Source: an optimization exercise on an open RTL-to-GDS flow (aim: small area). Production flows keep margins and buffers that such runs may drop.
The RTL was checked by simulation tests, not by an equivalence proof against the original design.
Power and IR drop assume default switching activity.

## flow/flow/genfunclib.py

```python
# Writes Verilog models (continuous assigns) of the combinational cells of a
# liberty file, so Yosys can re-optimise a mapped netlist's logic.
# usage: python3 genfunclib.py LIB OUT.v
import re, sys
cells = {}; seq = set()
cell = None; pin = None
for line in open(sys.argv[1]):
    m = re.match(r'\s*cell\s*\(\s*"?(\w+)"?\s*\)', line)
    if m:
        cell = m.group(1); cells[cell] = {'in': [], 'out': {}}; pin = None; continue
    if cell is None:
        continue
    if re.match(r'\s*(ff|latch|statetable)\s*\(', line):
        seq.add(cell)
    m = re.match(r'\s*pin\s*\(\s*"?(\w+)"?\s*\)', line)
    if m:
        pin = m.group(1); continue
    m = re.match(r'\s*direction\s*:\s*"?(\w+)"?', line)
    if m and pin and m.group(1) == 'input':
        cells[cell]['in'].append(pin)
    m = re.match(r'\s*function\s*:\s*"([^"]+)"', line)
    if m and pin:
        cells[cell]['out'][pin] = m.group(1)

def conv(f):
    f = f.replace('!', '~').replace('+', '|')
    return re.sub(r'([\w)])\s+([\w(~])', r'\1&\2', f)

out = []
for c, d in cells.items():
    if c in seq or not d['out'] or 'lpflow' in c or 'probe' in c:
        continue
    ins = [p for p in d['in'] if p not in d['out']]
    s = f"module {c} ({', '.join(ins + list(d['out']))});\n"
    s += "".join(f"  input {p};\n" for p in ins)
    for p, f in d['out'].items():
        s += f"  output {p};\n  assign {p} = {conv(f)};\n"
    out.append(s + "endmodule\n")
open(sys.argv[2], 'w').write("\n".join(out))
print(len(out), "cell models written")
```

## flow/flow/eq.tcl

```tcl
# Proves that two netlists with the same flip-flops compute the same next state
# and outputs: flip-flops are cut (their outputs become inputs, their D and DE
# pins outputs) and a SAT miter of the two combinational parts is proved.
yosys -import
read_verilog $::env(RESYN_FUNCLIB)
read_verilog $::env(EQ_GOLD)
yosys rename $::env(RESYN_TOP) gold
read_verilog $::env(EQ_GATE)
yosys rename $::env(RESYN_TOP) gate
hierarchy
flatten
opt_clean
miter -equiv -flatten -make_outputs gold gate miter
hierarchy -top miter
sat -verify -prove trigger 0 miter
```

## flow/constraint.sdc

```tcl
create_clock -name core_clock -period 20.0 [get_ports {clk}]
set_input_delay 4.0000 -clock core_clock [delete_from_list [all_inputs] [get_ports {clk}]]
set_output_delay 4.0000 -clock core_clock [all_outputs]
set_load 0.01 [all_outputs]
```

## flow/flow/cutflops.py

```python
# Turns a gate netlist into a purely combinational module, for eq.tcl: every
# flip-flop instance is removed, its Q net driven by a new input and its D/DE
# nets sent to new outputs. usage: python3 cutflops.py IN.v OUT.v
import re,sys
src=open(sys.argv[1]).read()
flop=re.compile(r'\n\s*(sky130_fd_sc_hd__(?:e?dfxtp|dfrtp|dfstp|edfxtp|dfxbp)\w*)\s+(\\\S+|\w+)\s*\((.*?)\);', re.S)
ins=[]; outs=[]; assigns=[]
def sub(m):
    cell,name,pins=m.groups()
    conn=dict((p,v.strip()) for p,v in re.findall(r'\.(\w+)\(([^)]*)\)', pins))
    key=re.sub(r'[^A-Za-z0-9_]','_',name.strip('\\'))
    ins.append(f"q_{key}")
    assigns.append(f"  assign {conn['Q']} = q_{key} ;")
    for p in ('D','DE'):
        if p in conn:
            outs.append(f"{p.lower()}_{key}")
            assigns.append(f"  assign {p.lower()}_{key} = {conn[p]} ;")
    return "\n"
body=flop.sub(sub, src)
hdr_end=body.index(');')
m=re.match(r'(.*?module\s+\w+\s*\()(.*?)(\);)', body, re.S)
ports=m.group(2)
newports=ports+", "+", ".join(ins+outs)
decl="\n".join(f"  input {x};" for x in ins)+"\n"+"\n".join(f"  output {x};" for x in outs)+"\n"
body=m.group(1)+newports+m.group(3)+"\n"+decl+body[m.end():]
body=body.replace("endmodule", "\n".join(assigns)+"\nendmodule")
open(sys.argv[2],'w').write(body)
```

## flow/flow/resyn.tcl

```tcl
# Re-optimises the combinational logic of the standard synthesis's netlist.
# Flip-flops stay the instances the standard synthesis made (same names and
# cell types); only the logic between them is mapped again by ABC.
yosys -import
set lib $::env(RESYN_LIB)
set dont_use {}
foreach c {probe_p_8 probec_p_8 lpflow_bleeder_1 lpflow_clkbufkapwr_1 lpflow_clkbufkapwr_16
           lpflow_clkbufkapwr_2 lpflow_clkbufkapwr_4 lpflow_clkbufkapwr_8 lpflow_clkinvkapwr_1
           lpflow_clkinvkapwr_16 lpflow_clkinvkapwr_2 lpflow_clkinvkapwr_4 lpflow_clkinvkapwr_8
           lpflow_decapkapwr_12 lpflow_decapkapwr_3 lpflow_decapkapwr_4 lpflow_decapkapwr_6
           lpflow_decapkapwr_8 lpflow_inputiso0n_1 lpflow_inputiso0p_1 lpflow_inputiso1n_1
           lpflow_inputiso1p_1 lpflow_inputisolatch_1 lpflow_isobufsrc_1 lpflow_isobufsrc_16
           lpflow_isobufsrc_2 lpflow_isobufsrc_4 lpflow_isobufsrc_8 lpflow_isobufsrckapwr_16
           lpflow_lsbuf_lh_hl_isowell_tap_1 lpflow_lsbuf_lh_hl_isowell_tap_2
           lpflow_lsbuf_lh_hl_isowell_tap_4 lpflow_lsbuf_lh_isowell_4 lpflow_lsbuf_lh_isowell_tap_1
           lpflow_lsbuf_lh_isowell_tap_2 lpflow_lsbuf_lh_isowell_tap_4} {
  lappend dont_use -dont_use sky130_fd_sc_hd__$c
}
read_verilog $::env(RESYN_FUNCLIB)
read_liberty -lib -ignore_redef $lib
read_verilog $::env(RESYN_IN)
hierarchy -check -top $::env(RESYN_TOP)
flatten
yosys rename -hide w:*.*
opt_clean -purge
hierarchy -purge_lib
read_liberty -lib $lib
techmap
opt -fast
abc -liberty $lib {*}$dont_use -script $::env(RESYN_ABC)
splitnets
opt_clean -purge
hilomap -singleton -hicell sky130_fd_sc_hd__conb_1 HI -locell sky130_fd_sc_hd__conb_1 LO
insbuf -buf sky130_fd_sc_hd__buf_1 A X
check -assert -mapped
tee -o resyn_stat.txt stat -liberty $lib
write_verilog -noattr -nohex -nodec $::env(RESYN_OUT)
```

## flow/config.mk

```make
export PLATFORM = sky130hd
export DESIGN_NAME = lh_engine
export DESIGN_NICKNAME = lh_engine
export VERILOG_FILES = /design/flow/design.v
export SDC_FILE = /design/flow/constraint.sdc
export NUM_CORES = 8
export LEC_CHECK = 0
export CAP_MARGIN = 20
export CORE_MARGIN = 2
export CORE_UTILIZATION = 60
export PLACE_DENSITY = 0.65
export SLEW_MARGIN = 20
```

## flow/design.v

```verilog
module lh_engine (
    input  wire        clk,
    input  wire        rst,           
    input  wire        cmd_valid,
    input  wire [63:0] cmd,           
    input  wire        fade_tick,
    input  wire        slot_tick,
    input  wire        arm_ok,
    output wire        ready,
    output reg         rsp_valid,
    output reg  [2:0]  rsp_status,
    output wire [5:0]  rsp_level,
    output wire [23:0] q
);
    localparam integer W = 38;       
    localparam [2:0] S_CLRQ = 3'd0;
    localparam [2:0] S_IDLE = 3'd1;
    localparam [2:0] S_INIT = 3'd2;
    localparam [2:0] S_TICK = 3'd3;
    localparam [2:0] S_SET  = 3'd4;
    localparam [2:0] S_GET  = 3'd5;
    localparam [2:0] S_FADE = 3'd6;
    localparam [2:0] S_SLOT = 3'd7;
    function [5:0] blut;
        input [5:0] n;
        begin
            case (n)
            6'd0: blut = 6'd0;
            6'd1: blut = 6'd0;
            6'd2: blut = 6'd0;
            6'd3: blut = 6'd1;
            6'd4: blut = 6'd1;
            6'd5: blut = 6'd1;
            6'd6: blut = 6'd2;
            6'd7: blut = 6'd2;
            6'd8: blut = 6'd3;
            6'd9: blut = 6'd3;
            6'd10: blut = 6'd4;
            6'd11: blut = 6'd5;
            6'd12: blut = 6'd5;
            6'd13: blut = 6'd6;
            6'd14: blut = 6'd7;
            6'd15: blut = 6'd7;
            6'd16: blut = 6'd8;
            6'd17: blut = 6'd9;
            6'd18: blut = 6'd10;
            6'd19: blut = 6'd10;
            6'd20: blut = 6'd11;
            6'd21: blut = 6'd12;
            6'd22: blut = 6'd13;
            6'd23: blut = 6'd14;
            6'd24: blut = 6'd15;
            6'd25: blut = 6'd16;
            6'd26: blut = 6'd17;
            6'd27: blut = 6'd18;
            6'd28: blut = 6'd19;
            6'd29: blut = 6'd20;
            6'd30: blut = 6'd21;
            6'd31: blut = 6'd22;
            6'd32: blut = 6'd23;
            6'd33: blut = 6'd24;
            6'd34: blut = 6'd25;
            6'd35: blut = 6'd26;
            6'd36: blut = 6'd27;
            6'd37: blut = 6'd28;
            6'd38: blut = 6'd29;
            6'd39: blut = 6'd30;
            6'd40: blut = 6'd32;
            6'd41: blut = 6'd33;
            6'd42: blut = 6'd34;
            6'd43: blut = 6'd35;
            6'd44: blut = 6'd36;
            6'd45: blut = 6'd38;
            6'd46: blut = 6'd39;
            6'd47: blut = 6'd40;
            6'd48: blut = 6'd42;
            6'd49: blut = 6'd43;
            6'd50: blut = 6'd44;
            6'd51: blut = 6'd46;
            6'd52: blut = 6'd47;
            6'd53: blut = 6'd48;
            6'd54: blut = 6'd50;
            6'd55: blut = 6'd51;
            6'd56: blut = 6'd52;
            6'd57: blut = 6'd54;
            6'd58: blut = 6'd55;
            6'd59: blut = 6'd57;
            6'd60: blut = 6'd58;
            6'd61: blut = 6'd60;
            6'd62: blut = 6'd61;
            6'd63: blut = 6'd63;
            default: blut = 6'd0;
            endcase
        end
    endfunction
    reg [24*W-1:0] ring;
    reg [23:0]     qr;
    reg [2:0]      state;
    reg [4:0]      rot;         
    reg [4:0]      cc;          
    reg [1:0]      ph;          
    reg [3:0]      k;           
    reg [5:0]      a;           
    reg [12:0]     m;           
    reg [12:0]     opd;         
    reg [5:0]      lvl;         
    reg [12:0]     msr;         
    reg [3:0]      r10;         
    reg [5:0]      nslot;       
    reg            inited;
    reg            armed;
    wire [W-1:0] head  = ring[24*W-1 -: W];
    wire [5:0]   h_src = head[37:32];
    wire [5:0]   h_tgt = head[31:26];
    wire [12:0]  h_rem = head[25:13];
    wire [12:0]  h_dur = head[12:0];
    wire         act   = |h_rem;
    wire [7:0]  c_op    = cmd[63:56];
    wire [7:0]  c_index = cmd[55:48];
    wire [31:0] c_level = cmd[47:16];
    wire [15:0] c_ms    = cmd[15:0];
    wire        c_index_ok = (c_index < 8'd24);
    wire [5:0]  c_clamp = c_level[31] ? 6'd0 : (|c_level[30:6]) ? 6'd63 : c_level[5:0];
    assign ready = (state == S_IDLE) && (rot == 5'd0);
    wire acc_cmd  = ready & cmd_valid;
    wire acc_tick = ready & ~cmd_valid & fade_tick;
    wire acc_slot = ready & ~cmd_valid & ~fade_tick & slot_tick;
    wire       at_cc = (rot == cc);
    wire       comp  = (state == S_GET) | (state == S_FADE) | (state == S_SLOT);
    wire       visit = comp & at_cc;
    wire       mstep = ((ph == 2'd1) & (k != 4'd13)) | ((ph == 2'd3) & (k != 4'd6));
    wire       dstep = (ph == 2'd2) & (k != 4'd6);
    wire [6:0] x     = {1'b0, h_tgt} - {1'b0, h_src};
    wire       s     = x[6];
    wire [5:0] dones = x[5:0] ^ {6{s}};    
    wire [13:0] xa  = {a, m[12:5]};
    wire        mc  = m[0] & opd[6];
    wire [13:0] opb = dstep ? {1'b1, ~opd} : {(m[0] ? opd[5:0] : 6'd0), {8{mc}}};
    wire [14:0] sum = {1'b0, xa} + {1'b0, opb} + {14'd0, dstep | mc};
    wire        ge  = sum[14];
    wire [12:0] hi_div = ge ? sum[12:0] : xa[12:0];
    wire        pend = (ph == 2'd3);         
    wire        done = pend & (cc == 5'd1);  
    wire        fin  = visit & ~done & ((ph == 2'd2) | (~ph[1] ^ ph[0]) & ~act & (state != S_FADE));
    wire [5:0]  qq   = m[5:0] & {6{act}};
    wire        cr   = act & (|{a, m[12:6]});
    wire [5:0]  cur  = h_tgt + (qq ^ {6{~s}}) + {5'd0, cr ^ ~s};
    wire        pbit = (m[12:7] < opd[5:0]);
    wire [4:0]  t10  = {r10, msr[12]};
    wire        ge10 = (t10 >= 5'd10);
    wire [3:0]  r10_n = ge10 ? t10[3:0] - 4'd10 : t10[3:0];
    reg [W-1:0] nhead;
    always @* begin
        nhead = head;
        case (state)
        S_INIT: begin
            nhead[31:26] = 6'd0;
            nhead[25:13] = 13'd0;
        end
        S_TICK: nhead[25:13] = h_rem - {12'd0, act};
        S_SET: if (at_cc) begin
            nhead[31:26] = lvl;
            nhead[25:13] = 13'd0;
        end
        S_FADE: if (fin) nhead = {cur, lvl, msr, msr};
        default: ;
        endcase
    end
    wire qin = (state == S_CLRQ) ? 1'b0 :
               (state == S_SLOT && visit && pend) ? pbit : qr[6];
    always @(posedge clk) begin
        ring <= {ring[23*W-1:0], nhead};
        qr   <= {qr[22:7], qin, qr[5:0], qr[23]};
    end
    genvar gi;
    generate
        for (gi = 0; gi < 24; gi = gi + 1) begin : g_q
            assign q[gi] = qr[23-gi];
        end
    endgenerate
    assign rsp_level = m[5:0] & {6{rsp_status == 3'd0}};
    always @(posedge clk) begin
        if (mstep) begin
            {a, m} <= {sum[14:8], m[12:1]};
            msr    <= {msr[11:0], ge10};
            r10    <= r10_n;
            k      <= k + 4'd1;
        end
        if (dstep) begin
            {a, m[12:6]} <= hi_div;
            m[5:0]       <= {m[4:0], ge};
            k            <= k + 4'd1;
        end
        if (visit) begin
            k <= 4'd0;
            if (done) begin
                ph <= 2'd0;
            end else if (fin) begin
                a      <= 6'd0;
                m      <= {h_rem[12:6], (state == S_SLOT) ? nslot : cur};
                opd    <= {h_dur[12:7], 1'b0, blut(cur)};
                ph     <= (state == S_SLOT) ? 2'd3 : 2'd0;
            end else if (~ph[1] ^ ph[0]) begin
                a   <= 6'd0;
                m   <= h_rem;
                opd <= {h_dur[12:7], s, dones};
                ph  <= 2'd1;
            end else begin
                opd <= h_dur;
                ph  <= 2'd2;
            end
        end
        if (acc_cmd) begin
            lvl    <= c_clamp;
            msr    <= c_ms[12:0];
            r10    <= {1'b0, c_ms[15:13]};
        end
        if (ready)
            ph <= 2'd0;
    end
    always @(posedge clk) begin
        rsp_valid <= 1'b0;
        if (rst) begin
            state  <= S_CLRQ;
            rot    <= 5'd0;
            inited <= 1'b0;
            armed  <= 1'b0;
        end else begin
            rot <= (rot == 5'd23) ? 5'd0 : rot + 5'd1;
            case (state)
            S_CLRQ: if (rot == 5'd23) state <= S_IDLE;
            S_IDLE: begin
                if (acc_cmd) begin
                    cc <= c_index[4:0];
                    rsp_valid <= 1'b1;
                    if (c_op == 8'd0) begin
                        rsp_status <= arm_ok ? 3'd0 : 3'd3;
                        inited <= 1'b1;
                        armed  <= arm_ok;
                        nslot  <= 6'd0;
                        state  <= S_INIT;
                    end else if (c_op > 8'd3) begin
                        rsp_status <= 3'd2;
                    end else if (!inited) begin
                        rsp_status <= 3'd4;
                    end else if (!c_index_ok) begin
                        rsp_status <= 3'd1;
                    end else begin
                        rsp_status <= 3'd0;
                        case (c_op[1:0])
                        2'd1: begin state <= S_GET; rsp_valid <= 1'b0; end
                        2'd2: state <= S_SET;
                        default: state <= S_FADE;
                        endcase
                    end
                end else if (acc_tick) begin
                    if (inited) state <= S_TICK;
                end else if (acc_slot) begin
                    if (armed) begin
                        state <= S_SLOT;
                        cc    <= 5'd1;
                    end
                end
            end
            S_INIT, S_TICK: if (rot == 5'd0) state <= S_IDLE;
            S_SET: if (at_cc) state <= S_IDLE;
            S_GET: if (fin) begin
                rsp_valid <= 1'b1;
                state     <= S_IDLE;
            end
            S_FADE: if (fin) state <= S_IDLE;
            S_SLOT: begin
                if (fin)
                    cc <= (cc >= 5'd17) ? cc - 5'd17 : cc + 5'd7;
                if (visit & done) begin
                    state <= S_IDLE;
                    nslot <= (nslot == 6'd2) ? 6'd0 : nslot - 6'd1;
                end
            end
            default: state <= S_IDLE;
            endcase
        end
    end
endmodule
```

## flow/flow/run.sh

```bash
#!/bin/bash
# Own layout flow: the standard ORFS flow (standard.sh) with three changes.
#  1. After the standard synthesis, the logic between the flip-flops is mapped
#     again with a stronger ABC script (resyn.tcl, resyn.abc). The flip-flops
#     are left exactly as the standard synthesis made them. A SAT proof
#     (eq.tcl) checks the new logic against the standard netlist; if it fails,
#     the standard netlist is kept.
#  2. Port buffers are the smallest buffer (buf_1).
#  3. Clock tree synthesis clusters about 9 flip-flops per clkbuf_4 leaf
#     buffer and inserts no dummy loads.
# Floorplan, power grid, tap cells, placement and routing are the standard flow's.
# Each tool's output goes to a log_*.txt file in the work folder.
set -euo pipefail
W=$PWD
F=$W/flow
export BUFFER_PORTS_ARGS="-buffer_cell sky130_fd_sc_hd__buf_1"
export CTS_ARGS="-sink_clustering_enable -repair_clock_nets -dont_use_dummy_load -buf_list sky130_fd_sc_hd__clkbuf_4 -sink_clustering_size 9 -sink_clustering_max_diameter 40"

bash standard.sh synth > log_synth.txt 2>&1

R=$W/orfs/results/${FLOW_PLATFORM}/lh_engine/base
YOSYS=$FLOW_HOME/../tools/install/yosys/bin/yosys
[ -x "$YOSYS" ] || YOSYS=yosys
export RESYN_LIB=$FLOW_HOME/platforms/${FLOW_PLATFORM}/lib/sky130_fd_sc_hd__tt_025C_1v80.lib
export RESYN_FUNCLIB=$W/funclib.v
export RESYN_TOP=${FLOW_TOP}
export RESYN_ABC=$F/resyn.abc
export RESYN_IN=$W/std_1_2_yosys.v
export RESYN_OUT=$W/resyn_1_2_yosys.v
cp "$R/1_2_yosys.v" "$RESYN_IN"
python3 "$F/genfunclib.py" "$RESYN_LIB" "$RESYN_FUNCLIB" > log_funclib.txt 2>&1
ok=0
if "$YOSYS" -c "$F/resyn.tcl" > log_resyn.txt 2>&1; then
  python3 "$F/cutflops.py" "$RESYN_IN" "$W/eq_gold.v" > log_cut.txt 2>&1
  python3 "$F/cutflops.py" "$RESYN_OUT" "$W/eq_gate.v" >> log_cut.txt 2>&1
  if EQ_GOLD=$W/eq_gold.v EQ_GATE=$W/eq_gate.v "$YOSYS" -c "$F/eq.tcl" > log_eq.txt 2>&1 \
     && grep -q "SUCCESS" log_eq.txt; then
    ok=1
  fi
fi
if [ $ok = 1 ]; then
  cp "$RESYN_OUT" "$R/1_2_yosys.v"
  echo "resynthesised netlist used" > log_choice.txt
else
  echo "standard netlist kept" > log_choice.txt
fi

bash standard.sh finish > log_finish.txt 2>&1
```

## flow/standard.sh

```bash
#!/bin/bash
# synth_recipe.tcl (not shown) runs the flow's synth.tcl, then flattens the netlist and writes it again
# the make line also repeats each setting of config.mk as NAME=value (left out here)
make -C /OpenROAD-flow-scripts/flow DESIGN_CONFIG=/design/flow/config.mk WORK_HOME=/design/flow/orfs CLKGATE_MAP_FILE= SYNTH_SCRIPT=/design/flow/synth_recipe.tcl "${@:-finish}"
```

## flow/flow/resyn.abc

```
strash
&get -n
&deepsyn -J 400
&put
dch
amap
topo
```

==> results of run 1 <==
## flip-flops by register name, indices dropped and copies added (netlist names), 2 cells and up
signal,flops
msr,13
ph,2
nslot,6
rsp_status,3
a,6
state,3
r10,4
m,13
k,4
lvl,6
opd,13
rot,5
cc,5
qr,24
ring,912
## per-layer routing
metal	vias to the layer above	track usage	routed length (um)
li1	6231	-	-
met1	5873	0.2738	19450
met2	302	0.2995	18040
met3	79	0.05550	2096
met4	0	0.07347	840
met5	-	0	0
## through the flow
step	area, um^2	std cells
finish	26610	2489
global placement	25570	2350
floorplan	24480	1717
detailed placement	25580	2350
CTS	26600	2486
global route	26610	2489
## report_power, final
group | switching [mW] | internal (mW) | total [mW]
Sequential | 0.0387 | 2.11 | 2.15
Clock | 0.565 | 0.314 | 0.880
Combinational | 0.234 | 0.116 | 0.350
Total | 0.839 | 2.54 | 3.38
## cells in the final DEF, fill, tap and decap left out, types with 13 or more instances in the layout
cell,count
edfxtp_1,49
o22ai_1,30
a211oi_1,15
nor4_1,14
clkbuf_4,136
nor3_1,17
buf_1,104
o21ai_0,73
nor2_1,159
dfxtp_1,973
clkinv_1,114
nand2_1,81
a21oi_1,42
nand3_1,13
a22o_1,13
## worst max-delay path, delay by kind of cell (launching register included)
| kind | cells | cell delay (ns) |
|---|---|---|
| flops | 1 | 0.36 |
| compound gates | 14 | 3.53 |
| buf+inv | 1 | 0.50 |
| simple gates | 15 | 1.91 |
## layout make-up
cell class                 instances  share of cell area
clock buffer                     136             0.03837
sequential                      1022              0.7874
antenna                            3           0.0002821
inverter                         114             0.01608
multi-input combinational        581              0.1174
tap                              525             0.02469
timing repair buffer             108             0.01580
## worst min path at each step
stage,cells after the start,slack (ns),endpoint,start
floorplan,0,0.31,ring[100]$_DFF_P_,ring[62]$_DFF_P_
global placement,0,0.31,ring[365]$_DFF_P_,ring[327]$_DFF_P_
detailed placement,0,0.31,ring[122]$_DFF_P_,ring[84]$_DFF_P_
CTS,0,0.28,ring[832]$_DFF_P_,ring[794]$_DFF_P_
global route,0,0.28,ring[832]$_DFF_P_,ring[794]$_DFF_P_
finish,0,0.28,ring[832]$_DFF_P_,ring[794]$_DFF_P_
==> impl_metrics.toml, run 1 <==
[status]
status = "complete, no violations"

[layout]
final_core_util = 0.6651
area_growth_pct = 8.711
seq_area_um2 = 20950
drive_gt1_frac = 0.07394
fill_cells = 2923
nets = 2033
multi_input_area_um2 = 3124

[sta]
setup_viol_count_final = 0
holdWs_ns = 0.2781
rsz0062_at_grt = "false"
worst_slack_ns = 13.33
hold_viol = 0
fin_tns_setup_ns = 0
period_share = 0.3333
fin_worst_skew_ns = 0.07718
period_needed_ns = 6.666
slew_viol_final = 0
worst_slew_margin_rel = 0.2730
timing.fmax_mhz = 150.0
tightest_slew_ns = 1.082

[routing]
drt-total-wl_um = 40430
route.detailed.drc = 0
ant_nets = 0
wl_per_cell_um = 16.24
drt_iter0_markers = 702
drtPass1Iterations = 5
vias_per_cell = 5.016
vias = 12485

[critical_path]
crit_top_cell = "nor2_1"
critPathMaxFanout = 11
slowest_delay_ns = 0.67
endpoint_kind = "flop"
r2r_setup_slack_ns = 13.33
slowest_stage = "o21ai_0"
crit-reg2reg-capture = "opd[1]$_DFFE_PP_"
start_kind = "flop"
worstSetupStartpoint = "ring[900]$_DFF_P_"
crit_arrival_ns = 7.16
crit_end = "opd[1]$_DFFE_PP_"
rr_startpoint = "ring[900]$_DFF_P_"
crit_required_ns = 20.50
crit_type = "flop to flop"
rr_worst_depth = 30

[clock_network]
cts_buffers = 136
clock_sinks = 1022
ctsRootBufferMaster = "clkbuf_4"
cts_buffer_depth = 3
path_clk_slew_ns = 0.09
ctsResizeCount = 0
clk_latency_ns = 0.84
cts_hold_buf = 0
tritoncts = "done"
cts_max_level = 4
post_cts_buffers = 0

[synthesis]
syn_area_um2 = 24480
synth_nets = 1787
yosysWarnings = 1
synth_cells = 1717
synth.avg_cell_area_um2 = 14.26

[placed_design]
routabilityCongestion = 0.8708
portBuffers = 104
hpwlAfterDp_um = 27000
post-place-ws_ns = 13.41

[job]
drv_cap = 0

[die]
initial_core_util = 0.6118
die_h_um = 206.0
rows = 73
die_x_um = 206.0
core_um2 = 40010
ios = 105
die_area_um2 = 42430

[global_routing]
grt_pass1_vias = 12037
overflow = 0
antenna_found_initial = 3
grt_max_degree = 36
grt_pass1_wl_um = 63410
globalRouteTotalUtil = 0.1981

[hold_path]
worstHoldPathType = "flop to flop"

[pwr]
ir_drop_mv = 0.08360
power_mw = 3.377
p_per_area_nw_per_um2 = 126.9
p_leak_nw = 10.29
==> run 2, diff against run 1 <==
--- a/flow/design.v
+++ b/flow/design.v
@@ -100,5 +100,4 @@
     reg [4:0]      cc;          
     reg [1:0]      ph;          
-    reg [3:0]      k;           
     reg [5:0]      a;           
     reg [12:0]     m;           
@@ -126,9 +125,11 @@
     wire acc_tick = ready & ~cmd_valid & fade_tick;
     wire acc_slot = ready & ~cmd_valid & ~fade_tick & slot_tick;
+    wire [5:0] dd    = {1'b0, rot} - {1'b0, cc};
+    wire [4:0] since  = dd[5] ? dd[4:0] + 5'd24 : dd[4:0];
     wire       at_cc = (rot == cc);
     wire       comp  = (state == S_GET) | (state == S_FADE) | (state == S_SLOT);
     wire       visit = comp & at_cc;
-    wire       mstep = ((ph == 2'd1) & (k != 4'd13)) | ((ph == 2'd3) & (k != 4'd6));
-    wire       dstep = (ph == 2'd2) & (k != 4'd6);
+    wire       mstep = ((ph == 2'd1) & (since != 5'd0) & (since <= 5'd13)) | ((ph == 2'd3) & ~at_cc);
+    wire       dstep = (ph == 2'd2) & (since != 5'd0) & (since <= 5'd6);
     wire [6:0] x     = {1'b0, h_tgt} - {1'b0, h_src};
     wire       s     = x[6];
@@ -185,13 +186,10 @@
             msr    <= {msr[11:0], ge10};
             r10    <= r10_n;
-            k      <= k + 4'd1;
         end
         if (dstep) begin
             {a, m[12:6]} <= hi_div;
             m[5:0]       <= {m[4:0], ge};
-            k            <= k + 4'd1;
         end
         if (visit) begin
-            k <= 4'd0;
             if (done) begin
                 ph <= 2'd0;
==> run 2 against run 1 <==
Against the previous run: total power rose by 10%; wire length rose by 2.6%; final area rose by 0.13%; worst hold slack got worse by 0.0092 ns; core utilization rose by 0.084 points; via count rose by 1.4%; maximum frequency rose by 5.6%; sequential share of layout area fell by 0.40 points; largest power group unchanged; highest routed layer unchanged.
==> impl_metrics.toml, run 2 <==
[status]
status = "complete, no violations"

[synthesis]
synth.avg_cell_area_um2 = 13.97
syn_area_um2 = 24450
synth_cells = 1750
synth_nets = 1820
yosysWarnings = 1

[clock_network]
tritoncts = "done"
ctsResizeCount = 0
clock_sinks = 1018
cts_max_level = 4
clk_latency_ns = 0.87
ctsRootBufferMaster = "clkbuf_4"
path_clk_slew_ns = 0.08
cts_buffer_depth = 3
cts_buffers = 136
cts_hold_buf = 0
post_cts_buffers = 0

[sta]
setup_viol_count_final = 0
fin_tns_setup_ns = 0
worst_slack_ns = 13.69
rsz0062_at_grt = "false"
fin_worst_skew_ns = 0.1007
hold_viol = 0
timing.fmax_mhz = 158.4
period_share = 0.3156
worst_slew_margin_rel = 0.2349
tightest_slew_ns = 1.119
holdWs_ns = 0.2689
slew_viol_final = 0
period_needed_ns = 6.312

[pwr]
power_frac_comb = 0.149
clkPwrFrac = 0.236
p_per_area_nw_per_um2 = 139.9
p_int_mw = 2.702
ir_drop_mv = 0.08881
power_mw = 3.727
p_leak_nw = 10.30
switching_share = 0.2750
sequentialPowerShare = 0.615
switchingPower_mw = 1.025

[layout]
fill_cells = 2896
nets = 2073
largest_register_ffs = 912
layout_commonest_cell = "dfxtp_1"
largest-register = "ring"
area_growth_pct = 8.971
layout_common_cells = "dfxtp_1 (969), nor2_1 (175), clkbuf_4 (136)"
drive_gt1_frac = 0.07496
reg.largest.list = "ring x912, qr x24"

[routing]
wl_per_cell_um = 16.38
ant_nets = 0
route.detailed.drc = 0
drtPass1Iterations = 5
drt_iter0_markers = 886
vias = 12659
vias_per_cell = 5.002
drt-total-wl_um = 41470

[placed_design]
portBuffers = 104
hpwlAfterDp_um = 27760
post-place-ws_ns = 13.61
routabilityCongestion = 0.8901

[global_routing]
top_usage_layer = "met2"
overflow = 0
grt_max_degree = 39
grt_pass1_wl_um = 64000
globalRouteTotalUtil = 0.2002
use_met3 = 0.05708
antenna_found_initial = 6
grt_use_met1 = 0.2737
grt_util_met2 = 0.3018
grt_pass1_vias = 12449

[hold_path]
holdPathEnd = "ring[272]$_DFF_P_"
hp-start = "ring[234]$_DFF_P_"
worstHoldPathType = "flop to flop"
whs_path_depth = 0

[critical_path]
r2r_setup_slack_ns = 13.69
slowest_stage = "o21ai_0"
crit_type = "flop to flop"
crit_required_ns = 20.54
crit_arrival_ns = 6.85
start_kind = "flop"
crit-reg2reg-capture = "opd[0]$_DFFE_PP_"
critPathMaxFanout = 10
rr_worst_depth = 29
endpoint_kind = "flop"
rr_startpoint = "ring[901]$_DFF_P_"
slowest_delay_ns = 0.70

[die]
ios = 105
die_x_um = 205.9
initial_core_util = 0.6111
die_area_um2 = 42380
core_um2 = 40010
die_h_um = 205.9
rows = 73

[job]
drv_cap = 0
==> run 2: area by class of cell <==
cell class	instances	area, um^2	share of cell area
flip-flops and latches	1018	20870	0.7834
multi-input cells	621	3192	0.1198
clock buffers	136	1021	0.03832
well taps	525	656.9	0.02466
repair buffers	115	473.0	0.01775
inverters	111	416.7	0.01564
diodes	5	12.51	0.0004696
==> run 2: per-stage QoR <==
step / utilization / instance area (um^2) / instances
4_1_cts: 0.6656 / 26630 / 2526
3_3_place_gp: 0.6401 / 25610 / 2390
5_1_grt: 0.6658 / 26630 / 2528
6_report: 0.6659 / 26640 / 2531
3_5_place_dp: 0.6401 / 25610 / 2390
2_1_floorplan: - / 24450 / 1750
==> run 2: critical path: cells and delay by family (launching register included) <==
kind / cells / cell delay [ns]
AND/OR/NAND/NOR: 9 / 1.05
AO/OA/AOI/OAI: 14 / 3.30
flip-flops: 1 / 0.40
buffers and inverters: 6 / 1.26
==> run 2: how the worst max path moves through the flow <==
stage	start	end	slack, ns	cells after the start
6_report	ring[901]$_DFF_P_	opd[0]$_DFFE_PP_	13.69	29
3_5_place_dp	cmd[52]	state[1]$_SDFFE_PP0P_	13.61	9
5_1_grt	ring[901]$_DFF_P_	opd[0]$_DFFE_PP_	13.03	29
3_3_place_gp	cmd[52]	state[2]$_SDFFE_PP0P_	13.70	9
2_1_floorplan	cmd[60]	nslot[0]$_SDFFCE_PP0P_	14.08	6
4_1_cts	state[1]$_SDFFE_PP0P_	ready	13.65	5
==> run 2: power groups by stage <==
stage	combinational, mW	sequential (mW)	clock [mW]
2_1_floorplan	0.386	2.31	0
3_3_place_gp	0.544	2.34	0
3_5_place_dp	0.543	2.34	0
4_1_cts	0.547	2.30	0.920
5_1_grt	0.616	2.31	0.999
6_report	0.555	2.29	0.879
==> run 2: routing by layer <==
layer / wire, um / vias up
met5: 0 / -
met4: 1010 / 0
met3: 2303 / 97
met2: 18310 / 347
met1: 19840 / 5866
li1: - / 6349

## what the ideal ports hide
Ports are ideal in the flow. The routed layouts listed here were re-timed in OpenROAD.
Step 1 assumes that a clkbuf_16 drives the clock port and a buf_2 every other input.
Step 2 moves the port delays by t, midway between the first and last clock arrival at a register: inputs arrive t later, outputs are due t later. That takes back most of the time a late clock gives input paths.
Slacks: ideal ports / drivers / drivers and shift; pairs: ideal ports / drivers.
run | t, ns | setup slack, ns | clock arrival spread, ns | slew at the worst register clock pin (ns)
run 1 | 0.855 | 13.334 / 13.334 / 13.334 | 0.087 / 0.086 | 0.10 / 0.10
run 2 | 0.873 | 13.688 / 13.688 / 13.569 | 0.106 / 0.106 | 0.10 / 0.10
After both steps setup and hold are still met in every run listed. For run 2, which loses most, drivers alone change the setup slack by 0.000 ns; drivers and shift together by -0.119 ns.
